Context: an optimization exercise on an open-source flow, tuned for small area, a short achievable clock period and few clock cycles per item. The choices shown serve that exercise and are no tape-out recipe.
Where RTL was checked, it was by simulation tests only, not by an equivalence proof against the original.
Power figures rest on the tool's default switching activity, not on a simulated workload.

## the reference run
==> flow/design.v (excerpt) <==
module bls_alu #(
    parameter integer N = 32
) (
    input  wire           clk,
    input  wire           rst,       
    input  wire           start,     
    input  wire [2*N+6:0] iw,        
    output wire           ready,
    output reg            done,
    output reg  [N-1:0]   res,
    output wire [4:0]     flags,     
    output reg  [1:0]     evt,       
    output wire [7:0]     fault,     
    output wire [7:0]     finfo
);
Size: about 2200 cells after synthesis, roughly 83 flip-flops, ~130 I/O pins.
==> module bls_alu, before the edit <==
module bls_alu #(
    parameter integer N = 32
) (
    input  wire           clk,
    input  wire           rst,       
    input  wire           start,     
    input  wire [2*N+6:0] iw,        
    output wire           ready,
    output reg            done,
    output reg  [N-1:0]   res,
    output wire [4:0]     flags,     
    output reg  [1:0]     evt,       
    output wire [7:0]     fault,     
    output wire [7:0]     finfo
);
    localparam [3:0] OP_ADD = 4'd0, OP_SUB = 4'd1, OP_MUL = 4'd2, OP_DIV = 4'd3,
                     OP_AND = 4'd4, OP_OR  = 4'd5, OP_XOR = 4'd6, OP_NOT = 4'd7,
                     OP_SHL = 4'd8, OP_SHR = 4'd9, OP_ROL = 4'd10, OP_ROR = 4'd11;
    localparam integer NSTEP = N / 2;    
    wire         vop = iw[2*N+6];
    wire         va  = iw[2*N+5];
    wire         vb  = iw[2*N+4];
    wire [3:0]   op  = iw[2*N+3:2*N];
    wire [N-1:0] fa  = iw[2*N-1:N];
    wire [N-1:0] fb  = iw[N-1:0];
    reg          busy;       
    reg          mode_mul;   
    reg  [3:0]   cnt;
    reg  [N-1:0] acc;        
    reg          c_r, v_r, vsel, zen;
    reg  [1:0]   f_r;
    reg  [3:0]   fi_r;
    assign ready = ~busy;
    assign fault = {6'd0, f_r};
    assign finfo = {4'd0, fi_r};
    assign flags = {^res, res[N-1], v_r | (vsel & |acc), c_r, zen & ~|res};
    wire go     = start & ~busy;
    wire bad1   = ~vop | ~va;
    wire bad2   = (op < OP_NOT) & ~vb;
    wire b_zero = ~|fb;
    wire         is_sub   = (op == OP_SUB);
    wire [N:0]   as_full  = {1'b0, fa} + {1'b0, is_sub ? ~fb : fb} + {{N{1'b0}}, is_sub};
    wire [N-1:0] as_res   = as_full[N-1:0];
    reg [N-1:0] e_res;
    reg         e_c;
    reg         e_v;
    reg [1:0]   e_evt;
    always @(*) begin
        e_res = {N{1'b0}};
        e_c   = 1'b0;
        e_v   = 1'b0;
        e_evt = 2'd0;
        case (op)
            OP_ADD: begin e_res = as_res; e_c = as_full[N]; end
            OP_SUB: begin
                e_res = as_res;
                e_c   = ~as_full[N] | b_zero;
                e_v   = (fa[N-1] ^ fb[N-1]) & ~(as_res[N-1] ^ fb[N-1]);
            end
            OP_MUL: ;
            OP_DIV: e_evt = 2'd2;       
            OP_AND: e_res = fa & fb;
            OP_OR:  e_res = fa | fb;
            OP_XOR: e_res = fa ^ fb;
            OP_NOT: e_res = ~fa;
            OP_SHL: begin e_res = {fa[N-2:0], 1'b0};    e_c = fa[N-1]; end
            OP_SHR: begin e_res = {1'b0, fa[N-1:1]};    e_c = fa[0];   end
            OP_ROL: begin e_res = {fa[N-2:0], fa[N-1]}; e_c = fa[N-1]; end
            OP_ROR: begin e_res = {fa[0], fa[N-1:1]};   e_c = fa[0];   end
            default: e_evt = 2'd1;      
        endcase
    end
    wire [N-1:0] hi_in = go ? {N{1'b0}} : acc;
    wire [N-1:0] lo_in = go ? ((op == OP_MUL) ? fb : fa) : res;
    wire         smul  = go ? (op == OP_MUL) : mode_mul;
    wire [N+1:0] m_t = {2'b00, hi_in}
                     + {2'b00, lo_in[0] ? fa : {N{1'b0}}}
                     + {1'b0, lo_in[1] ? fa : {N{1'b0}}, 1'b0};
    wire [N-1:0] m_hi = m_t[N+1:2];
    wire [N-1:0] m_lo = {m_t[1:0], lo_in[N-1:2]};
    wire [N-1:0] d_s1 = {hi_in[N-2:0], lo_in[N-1]};
    wire [N-1:0] d_d1 = d_s1 - fb;
    wire         d_q1 = ~d_d1[N-1];
    wire [N-1:0] d_a1 = d_q1 ? d_d1 : d_s1;
    wire [N-1:0] d_s2 = {d_a1[N-2:0], lo_in[N-2]};
    wire [N-1:0] d_d2 = d_s2 - fb;
    wire         d_q2 = ~d_d2[N-1];
    wire [N-1:0] d_a2 = d_q2 ? d_d2 : d_s2;
    wire [N-1:0] d_lo = {lo_in[N-3:0], d_q1, d_q2};
    wire [N-1:0] st_hi = smul ? m_hi : d_a2;
    wire [N-1:0] st_lo = smul ? m_lo : d_lo;
    wire iter_start = (op == OP_MUL) | ((op == OP_DIV) & ~b_zero);
    wire last       = (cnt == NSTEP - 2);
    always @(posedge clk) begin
        if (rst) begin
            busy  <= 1'b0;
            done  <= 1'b0;
            res   <= {N{1'b0}};
            c_r   <= 1'b0;
            v_r   <= 1'b0;
            vsel  <= 1'b0;
            zen   <= 1'b0;
            evt   <= 2'd0;
            f_r   <= 2'd0;
            fi_r  <= 4'd0;
        end else begin
            done <= 1'b0;
            if (go) begin
                if (bad1) begin
                    f_r  <= 2'd1;
                    fi_r <= {2'd0, ~va, ~vop};
                    done <= 1'b1;
                end else if (bad2) begin
                    f_r  <= 2'd2;
                    fi_r <= op;
                    done <= 1'b1;
                end else if (iter_start) begin
                    acc      <= st_hi;
                    res      <= st_lo;
                    mode_mul <= (op == OP_MUL);
                    cnt      <= 4'd0;
                    busy     <= 1'b1;
                end else begin
                    res  <= e_res;
                    c_r  <= e_c;
                    v_r  <= e_v;
                    vsel <= 1'b0;
                    zen  <= 1'b1;
                    evt  <= e_evt;
                    f_r  <= 2'd0;
                    fi_r <= 4'd0;
                    done <= 1'b1;
                end
            end else if (busy) begin
                acc <= st_hi;
                res <= st_lo;
                cnt <= cnt + 1'b1;
                if (last) begin
                    busy <= 1'b0;
                    done <= 1'b1;
                    c_r  <= 1'b0;
                    v_r  <= 1'b0;
                    vsel <= mode_mul;
                    zen  <= 1'b1;
                    evt  <= 2'd0;
                    f_r  <= 2'd0;
                    fi_r <= 4'd0;
                end
            end
        end
    end
endmodule
==> flow/config.mk <==
export PLATFORM = sky130hd
export DESIGN_NAME = bls_alu
export DESIGN_NICKNAME = bls_alu
export VERILOG_FILES = /design/flow/design.v
export SDC_FILE = /design/flow/constraint.sdc
export NUM_CORES = 4
export LEC_CHECK = 0
export CAP_MARGIN = 20
export CORE_MARGIN = 2
export CORE_UTILIZATION = 40
export SLEW_MARGIN = 20
==> flow/constraint.sdc <==
create_clock -name core_clock -period 10.0 [get_ports {clk}]
set_input_delay 2.0000 -clock core_clock [delete_from_list [all_inputs] [get_ports {clk}]]
set_output_delay 2.0000 -clock core_clock [all_outputs]
set_load 0.01 [all_outputs]
run.sh (not shown) runs the stock make flow with config.mk's settings and CLKGATE_MAP_FILE= SYNTH_SCRIPT=/design/flow/synth_recipe.tcl, a recipe that flattens the netlist after the stock synthesis.
Testbench counts of the reference run, summed over its fixed seeds: cycles 5,590, instrs 1,600.
diff inputs: the reference run => the trial run
-- flow/design.v --
<<< the reference run, line 17
                     OP_AND = 4'd4, OP_OR  = 4'd5, OP_XOR = 4'd6, OP_NOT = 4'd7,
                     OP_SHL = 4'd8, OP_SHR = 4'd9, OP_ROL = 4'd10, OP_ROR = 4'd11;
    localparam integer NSTEP = N / 2;    
    wire         vop = iw[2*N+6];
    wire         va  = iw[2*N+5];
>>> the trial run, line 17
                     OP_AND = 4'd4, OP_OR  = 4'd5, OP_XOR = 4'd6, OP_NOT = 4'd7,
                     OP_SHL = 4'd8, OP_SHR = 4'd9, OP_ROL = 4'd10, OP_ROR = 4'd11;
    localparam integer NSTEP = N;        
    wire         vop = iw[2*N+6];
    wire         va  = iw[2*N+5];
<<< the reference run, line 26
    reg          busy;       
    reg          mode_mul;   
    reg  [3:0]   cnt;
    reg  [N-1:0] acc;        
    reg          c_r, v_r, vsel, zen;
>>> the trial run, line 26
    reg          busy;       
    reg          mode_mul;   
    reg  [4:0]   cnt;
    reg  [N-1:0] acc;        
    reg          c_r, v_r, vsel, zen;
<<< the reference run, line 39
    wire bad2   = (op < OP_NOT) & ~vb;
    wire b_zero = ~|fb;
    wire         is_sub   = (op == OP_SUB);
    wire [N:0]   as_full  = {1'b0, fa} + {1'b0, is_sub ? ~fb : fb} + {{N{1'b0}}, is_sub};
    wire [N-1:0] as_res   = as_full[N-1:0];
    reg [N-1:0] e_res;
    reg         e_c;
>>> the trial run, line 39
    wire bad2   = (op < OP_NOT) & ~vb;
    wire b_zero = ~|fb;
    wire         smul   = go ? (op == OP_MUL) : mode_mul;
    wire         sdiv   = go ? (op == OP_DIV) : ~mode_mul;
    wire         is_sub = go ? (op == OP_SUB) : 1'b0;
    wire [N-1:0] hi_in  = go ? {N{1'b0}} : acc;
    wire [N-1:0] lo_in  = go ? ((op == OP_MUL) ? fb : fa) : res;
    wire [N-1:0] d_s    = {hi_in[N-2:0], lo_in[N-1]};
    wire         dsub   = (go & is_sub) | (~go & ~mode_mul) | (go & (op == OP_DIV));
    wire [N-1:0] ad_x = (go & ~smul & ~sdiv) ? fa : (smul ? hi_in : d_s);
    wire [N-1:0] ad_y = smul ? (lo_in[0] ? fa : {N{1'b0}}) : (dsub ? ~fb : fb);
    wire [N:0]   ad   = {1'b0, ad_x} + {1'b0, ad_y} + {{N{1'b0}}, dsub};
    wire [N-1:0] as_res = ad[N-1:0];
    reg [N-1:0] e_res;
    reg         e_c;
<<< the reference run, line 52
        e_evt = 2'd0;
        case (op)
            OP_ADD: begin e_res = as_res; e_c = as_full[N]; end
            OP_SUB: begin
                e_res = as_res;
                e_c   = ~as_full[N] | b_zero;
                e_v   = (fa[N-1] ^ fb[N-1]) & ~(as_res[N-1] ^ fb[N-1]);
            end
>>> the trial run, line 60
        e_evt = 2'd0;
        case (op)
            OP_ADD: begin e_res = as_res; e_c = ad[N]; end
            OP_SUB: begin
                e_res = as_res;
                e_c   = ~ad[N] | b_zero;
                e_v   = (fa[N-1] ^ fb[N-1]) & ~(as_res[N-1] ^ fb[N-1]);
            end
<<< the reference run, line 71
        endcase
    end
    wire [N-1:0] hi_in = go ? {N{1'b0}} : acc;
    wire [N-1:0] lo_in = go ? ((op == OP_MUL) ? fb : fa) : res;
    wire         smul  = go ? (op == OP_MUL) : mode_mul;
    wire [N+1:0] m_t = {2'b00, hi_in}
                     + {2'b00, lo_in[0] ? fa : {N{1'b0}}}
                     + {1'b0, lo_in[1] ? fa : {N{1'b0}}, 1'b0};
    wire [N-1:0] m_hi = m_t[N+1:2];
    wire [N-1:0] m_lo = {m_t[1:0], lo_in[N-1:2]};
    wire [N-1:0] d_s1 = {hi_in[N-2:0], lo_in[N-1]};
    wire [N-1:0] d_d1 = d_s1 - fb;
    wire         d_q1 = ~d_d1[N-1];
    wire [N-1:0] d_a1 = d_q1 ? d_d1 : d_s1;
    wire [N-1:0] d_s2 = {d_a1[N-2:0], lo_in[N-2]};
    wire [N-1:0] d_d2 = d_s2 - fb;
    wire         d_q2 = ~d_d2[N-1];
    wire [N-1:0] d_a2 = d_q2 ? d_d2 : d_s2;
    wire [N-1:0] d_lo = {lo_in[N-3:0], d_q1, d_q2};
    wire [N-1:0] st_hi = smul ? m_hi : d_a2;
    wire [N-1:0] st_lo = smul ? m_lo : d_lo;
    wire iter_start = (op == OP_MUL) | ((op == OP_DIV) & ~b_zero);
>>> the trial run, line 79
        endcase
    end
    wire [N-1:0] m_hi = ad[N:1];
    wire [N-1:0] m_lo = {ad[0], lo_in[N-1:1]};
    wire         d_q  = ~ad[N-1];
    wire [N-1:0] d_hi = d_q ? ad[N-1:0] : d_s;
    wire [N-1:0] d_lo = {lo_in[N-2:0], d_q};
    wire [N-1:0] st_hi = smul ? m_hi : d_hi;
    wire [N-1:0] st_lo = smul ? m_lo : d_lo;
    wire iter_start = (op == OP_MUL) | ((op == OP_DIV) & ~b_zero);
<<< the reference run, line 119
                    res      <= st_lo;
                    mode_mul <= (op == OP_MUL);
                    cnt      <= 4'd0;
                    busy     <= 1'b1;
                end else begin
>>> the trial run, line 115
                    res      <= st_lo;
                    mode_mul <= (op == OP_MUL);
                    cnt      <= 5'd0;
                    busy     <= 1'b1;
                end else begin
### Flow results
The trial run: all stages complete, timing, DRC and antenna checks passed. Going from the reference run to the trial run, synthesized area went down by 0.0049 sq mm, sequential portion of the cell area moved up. Taking the reference run as the reference, in the trial run total core area now smaller, first-pass GRT wire length has decreased. The trial run vs. the reference run: power consumption fell by about 20%, wire length after detailed routing fell by 21 mm, post-route minimum period fell by 1.31 ns, fraction of area in non-clock buffers rose by 2.3 points, maximum resistive drop on vdd stayed essentially flat. Taking the reference run as 1.0, the trial run lands at 0.69 on via count.
Function not checked in the trial run: the RTL went through the layout flow alone.

* * *

The RTL this note starts from:
==> flow/design.v <==
module bls_alu #(
    parameter integer N = 32
) (
    input  wire           clk,
    input  wire           rst,       
    input  wire           start,     
    input  wire [2*N+6:0] iw,        
    output wire           ready,
    output reg            done,
    output reg  [N-1:0]   res,
    output wire [4:0]     flags,     
    output reg  [1:0]     evt,       
    output wire [7:0]     fault,     
    output wire [7:0]     finfo
);
    localparam [3:0] OP_ADD = 4'd0, OP_SUB = 4'd1, OP_MUL = 4'd2, OP_DIV = 4'd3,
                     OP_AND = 4'd4, OP_OR  = 4'd5, OP_XOR = 4'd6, OP_NOT = 4'd7,
                     OP_SHL = 4'd8, OP_SHR = 4'd9, OP_ROL = 4'd10, OP_ROR = 4'd11;
    localparam integer W = N + 4;    
    wire         vop = iw[2*N+6];
    wire         va  = iw[2*N+5];
    wire         vb  = iw[2*N+4];
    wire [3:0]   op  = iw[2*N+3:2*N];
    wire [N-1:0] fa  = iw[2*N-1:N];
    wire [N-1:0] fb  = iw[N-1:0];
    reg          busy;       
    reg          mode_mul;   
    reg  [3:0]   cnt;
    reg  [N-1:0] acc;        
    reg  [N-1:0] opr;        
    reg          dq;         
    reg          c_r, v_r, vsel, zen;
    reg  [1:0]   f_r;
    reg  [3:0]   fi_r;
    assign ready = ~busy;
    assign fault = {6'd0, f_r};
    assign finfo = {4'd0, fi_r};
    assign flags = {^res, res[N-1], v_r | (vsel & |acc), c_r, zen & ~|res};
    wire go     = start & ~busy;
    wire bad1   = ~vop | ~va;
    wire bad2   = (op < OP_NOT) & ~vb;
    wire b_zero = ~|fb;
    wire op_mul = (op == OP_MUL);
    wire op_div = (op == OP_DIV);
    wire op_sub = (op == OP_SUB);
    wire op_sb  = op_sub | op_div;       
    wire [N-1:0] m_a  = busy ? opr : fa;
    wire [3:0]   m_b  = busy ? res[3:0] : fb[3:0];
    wire [W-1:0] m_p0 = {4'd0, m_b[0] ? m_a : {N{1'b0}}};
    wire [W-1:0] m_p1 = {3'd0, m_b[1] ? m_a : {N{1'b0}}, 1'b0};
    wire [W-1:0] m_p2 = {2'd0, m_b[2] ? m_a : {N{1'b0}}, 2'b0};
    wire [W-1:0] m_p3 = {1'd0, m_b[3] ? m_a : {N{1'b0}}, 3'b0};
    wire [W-1:0] m_p4 = {4'd0, busy ? acc : {N{1'b0}}};
    wire [W-1:0] cs1_s = m_p0 ^ m_p1 ^ m_p4;
    wire [W-1:0] cs1_c = {(m_p0[W-2:0] & m_p1[W-2:0]) | (m_p0[W-2:0] & m_p4[W-2:0]) | (m_p1[W-2:0] & m_p4[W-2:0]), 1'b0};
    wire [W-1:0] cs2_s = cs1_s ^ cs1_c ^ m_p2;
    wire [W-1:0] cs2_c = {(cs1_s[W-2:0] & cs1_c[W-2:0]) | (cs1_s[W-2:0] & m_p2[W-2:0]) | (cs1_c[W-2:0] & m_p2[W-2:0]), 1'b0};
    wire [W-1:0] cs3_s = cs2_s ^ cs2_c ^ m_p3;
    wire [W-1:0] cs3_c = {(cs2_s[W-2:0] & cs2_c[W-2:0]) | (cs2_s[W-2:0] & m_p3[W-2:0]) | (cs2_c[W-2:0] & m_p3[W-2:0]), 1'b0};
    wire [N-1:0] d_x1 = {acc[N-2:0], res[N-1]};
    wire [N-1:0] d_d1;
    wire         d_co1;
    bls_alu_add #(.N(N), .L(5)) u_sub (.x(d_x1), .y(dq ? ~opr : opr), .ci(dq), .s(d_d1), .co(d_co1), .c());
    wire         d_q1 = ~d_d1[N-1];
    wire [N-1:0] d_x2 = {d_d1[N-2:0], res[N-2]};
    wire         s_div = busy & ~mode_mul;
    wire         s_csa = busy ? mode_mul : op_mul;
    wire [W-1:0] ad_x = s_div ? {4'd0, d_x2}
                              : (s_csa ? cs3_s : {4'd0, fa});
    wire [W-1:0] ad_y = s_div ? {4'd0, opr ^ {N{d_q1}}}
                              : (s_csa ? cs3_c : {4'd0, op_sb ? ~fb : fb});
    wire         inv  = s_div ? d_q1 : (~busy & op_sb & ~op_mul);
    wire [W-1:0] ad;
    wire         ad_co;
    wire [W:0]   ad_c;
    bls_alu_add #(.N(W), .L(6)) u_add (.x(ad_x), .y(ad_y), .ci(inv), .s(ad), .co(ad_co), .c(ad_c));
    wire         d_q2 = ~ad[N-1];
    wire [N-1:0] d_a2 = ad[N-1:0];
    wire [N-1:0] st_hi = mode_mul ? ad[W-1:4] : d_a2;
    wire [N-1:0] st_lo = mode_mul ? {ad[3:0], res[N-1:4]} : {res[N-3:0], d_q1, d_q2};
    wire [N:0]   as_full = {ad_c[N], ad[N-1:0]};    
    wire s_as  = (op[3:1] == 3'd0);                  
    wire s_and = (op == OP_AND), s_or = (op == OP_OR), s_xor = (op == OP_XOR);
    wire s_not = (op == OP_NOT);
    wire s_shl = (op == OP_SHL) | (op == OP_ROL);
    wire s_shr = (op == OP_SHR) | (op == OP_ROR);
    wire [N-1:0] sh_l = {fa[N-2:0], (op == OP_ROL) & fa[N-1]};
    wire [N-1:0] sh_r = {(op == OP_ROR) & fa[0], fa[N-1:1]};
    wire [N-1:0] e_res = ({N{s_as}}         & as_full[N-1:0])
                       | ({N{s_and | s_or}} & (fa & fb))
                       | ({N{s_or | s_xor}} & (fa ^ fb))
                       | ({N{s_not}}        & ~fa)
                       | ({N{s_shl}}        & sh_l)
                       | ({N{s_shr}}        & sh_r);
    wire e_c = ((op == OP_ADD) & as_full[N])
             | (op_sub & (~as_full[N] | b_zero))
             | (s_shl & fa[N-1])
             | (s_shr & fa[0]);
    wire e_v = op_sub & (fa[N-1] ^ fb[N-1]) & ~(as_full[N-1] ^ fb[N-1]);
    wire [1:0] e_evt = {op_div & b_zero, op[3] & op[2]};
    wire a_zero = ~|fa;
    wire d_exact = ~fb[N-1] | ~|fb[N-2:0];
    wire d_skip  = d_exact & ((|fb[N-1:26]) | ~|fa[N-1:6]);
    wire [N-1:0] d_acc0 = d_skip ? {6'd0, fa[N-1:6]} : {N{1'b0}};
    wire [N-1:0] d_res0 = d_skip ? {fa[5:0], 26'd0} : fa;
    wire [3:0]   d_cnt0 = d_skip ? 4'd13 : 4'd0;
    wire d_a_lt_b = ~as_full[N];
    wire iter_start = (op_mul & ~a_zero & ~b_zero) | (op_div & ~b_zero & ~(d_exact & d_a_lt_b));
    wire last = mode_mul ? (cnt == 4'd7) : (cnt == 4'd15);
    always @(posedge clk) begin
        if (rst) begin
            busy  <= 1'b0;
            done  <= 1'b0;
            res   <= {N{1'b0}};
            c_r   <= 1'b0;
            v_r   <= 1'b0;
            vsel  <= 1'b0;
            zen   <= 1'b0;
            evt   <= 2'd0;
            f_r   <= 2'd0;
            fi_r  <= 4'd0;
        end else begin
            done <= 1'b0;
            if (go) begin
                if (bad1) begin
                    f_r  <= 2'd1;
                    fi_r <= {2'd0, ~va, ~vop};
                    done <= 1'b1;
                end else if (bad2) begin
                    f_r  <= 2'd2;
                    fi_r <= op;
                    done <= 1'b1;
                end else begin
                    acc      <= op_mul ? ad[W-1:4] : d_acc0;
                    opr      <= op_mul ? fa : fb;
                    mode_mul <= op_mul;
                    cnt      <= op_mul ? 4'd1 : d_cnt0;
                    dq       <= 1'b1;
                    c_r  <= e_c;
                    v_r  <= e_v;
                    vsel <= 1'b0;
                    zen  <= 1'b1;
                    evt  <= e_evt;
                    f_r  <= 2'd0;
                    fi_r <= 4'd0;
                    res  <= iter_start ? (op_mul ? {ad[3:0], fb[N-1:4]} : d_res0) : e_res;
                    busy <= iter_start;
                    done <= ~iter_start;
                end
            end else if (busy) begin
                acc <= st_hi;
                res <= st_lo;
                dq  <= d_q2;
                cnt <= cnt + 1'b1;
                if (last) begin
                    busy <= 1'b0;
                    done <= 1'b1;
                    c_r  <= 1'b0;
                    v_r  <= 1'b0;
                    vsel <= mode_mul;
                    zen  <= 1'b1;
                    evt  <= 2'd0;
                    f_r  <= 2'd0;
                    fi_r <= 4'd0;
                end
            end
        end
    end
endmodule
module bls_alu_add #(
    parameter integer N = 32,
    parameter integer L = 5       
) (
    input  wire [N-1:0] x,
    input  wire [N-1:0] y,
    input  wire         ci,
    output wire [N-1:0] s,
    output wire         co,
    output wire [N:0]   c         
);
    wire [N-1:0] p = x ^ y;
    wire [N-1:0] g = x & y;
    wire [N-1:0] gl [0:L];
    wire [N-1:0] pl [0:L];
    assign gl[0] = {g[N-1:1], g[0] | (p[0] & ci)};
    assign pl[0] = p;
    genvar l, i;
    generate
        for (l = 0; l < L; l = l + 1) begin : lv
            for (i = 0; i < N; i = i + 1) begin : bt
                if ((i >> l) & 1) begin : cmb
                    localparam integer J = ((i >> l) << l) - 1;
                    assign gl[l+1][i] = gl[l][i] | (pl[l][i] & gl[l][J]);
                    assign pl[l+1][i] = pl[l][i] & pl[l][J];
                end else begin : pas
                    assign gl[l+1][i] = gl[l][i];
                    assign pl[l+1][i] = pl[l][i];
                end
            end
        end
    endgenerate
    assign c  = {gl[L], ci};
    assign s  = p ^ c[N-1:0];
    assign co = c[N];
endmodule
clock: 10.0 ns
lec_check: 0
cap_margin: 20
core_margin: 2
core_utilization: 40
setup_slack_margin: 3.0
slew_margin: 20
standard.sh (not shown) runs the stock make flow with config.mk's settings and CLKGATE_MAP_FILE= SYNTH_SCRIPT=/design/flow/synth_recipe.tcl, a recipe that flattens the netlist after the stock synthesis.
==> flow/flow/run.sh <==
#!/bin/bash
# The standard layout (the standard.sh, standard synthesis included), with
# plain buf_2 cells as the input and output port buffers instead of the
# clock-delay buffers that buffer_ports picks on its own.
set -euo pipefail
cd "$(dirname "${BASH_SOURCE[0]}")/.."
export BUFFER_PORTS_ARGS="-buffer_cell sky130_fd_sc_hd__buf_2"
bash standard.sh > standard_flow.log 2>&1
The baseline finished with timing, DRC and antenna clean.
Testbench counts at the start, summed over its fixed seeds: cycles 3,785, instrs 1,600.
==> next run, changes <==
--- a/flow/design.v
+++ b/flow/design.v
@@ -45,5 +45,5 @@
     wire op_sub = (op == OP_SUB);
     wire op_sb  = op_sub | op_div;       
-    wire [N-1:0] m_a  = busy ? opr : fa;
+    wire [N-1:0] m_a  = fa;
     wire [3:0]   m_b  = busy ? res[3:0] : fb[3:0];
     wire [W-1:0] m_p0 = {4'd0, m_b[0] ? m_a : {N{1'b0}}};
@@ -133,5 +133,5 @@
                 end else begin
                     acc      <= op_mul ? ad[W-1:4] : d_acc0;
-                    opr      <= op_mul ? fa : fb;
+                    opr      <= fb;
                     mode_mul <= op_mul;
                     cnt      <= op_mul ? 4'd1 : d_cnt0;
Result:
- setup slack got worse by 0.28 ns
- sequential share of layout area drops by 0.25 points
- sequential power drops by about 1%
- synthesized cell count drops by 4.4%
- routed wire length drops by 3.7%
- via count drops by 3.1%
- core utilization climbs by 1.9 points
- count of clock-buffer cells in the layout climbs by 6
- total power hardly moves
- register-to-register slack got worse by 0.41 ns
No functional check of the RTL was part of the second run of this note.

==> afterwards: timing with drivers on the ports <==
The results above use ideal ports. As a check the final layouts listed here were re-extracted and re-timed, cells and wires unchanged.
Step 1 sets driving cells, clkbuf_16 on the clock port and buf_2 on the other inputs (assumed; they add their load-dependent delay and slew).
Step 2 also shifts input and output timing later by t, the mid clock arrival at the registers, as if the neighbouring blocks saw the same clock.
Three values: ideal, step 1, step 2; two values: the first two.
| run | shift t [ns] | setup WS [ns] | latest minus earliest clock arrival (ns) |
|---|---|---|---|
| the reference run | 0.427 | 0.401 / 0.427 / -0.001 | 0.019 / 0.019 |
| the trial run | 0.409 | 1.713 / 1.714 / 1.305 | 0.013 / 0.012 |
| the first run of note 2 | 0.493 | 3.086 / 3.083 / 2.590 | 0.016 / 0.016 |
| the second run of note 2 | 0.487 | 2.803 / 2.793 / 2.306 | 0.010 / 0.010 |
With both steps, setup timing fails in the reference run, where it was met with ideal ports. The setup slack of the second run of note 2, which loses most, moves by -0.010 ns with the drivers and by -0.497 ns with both steps.
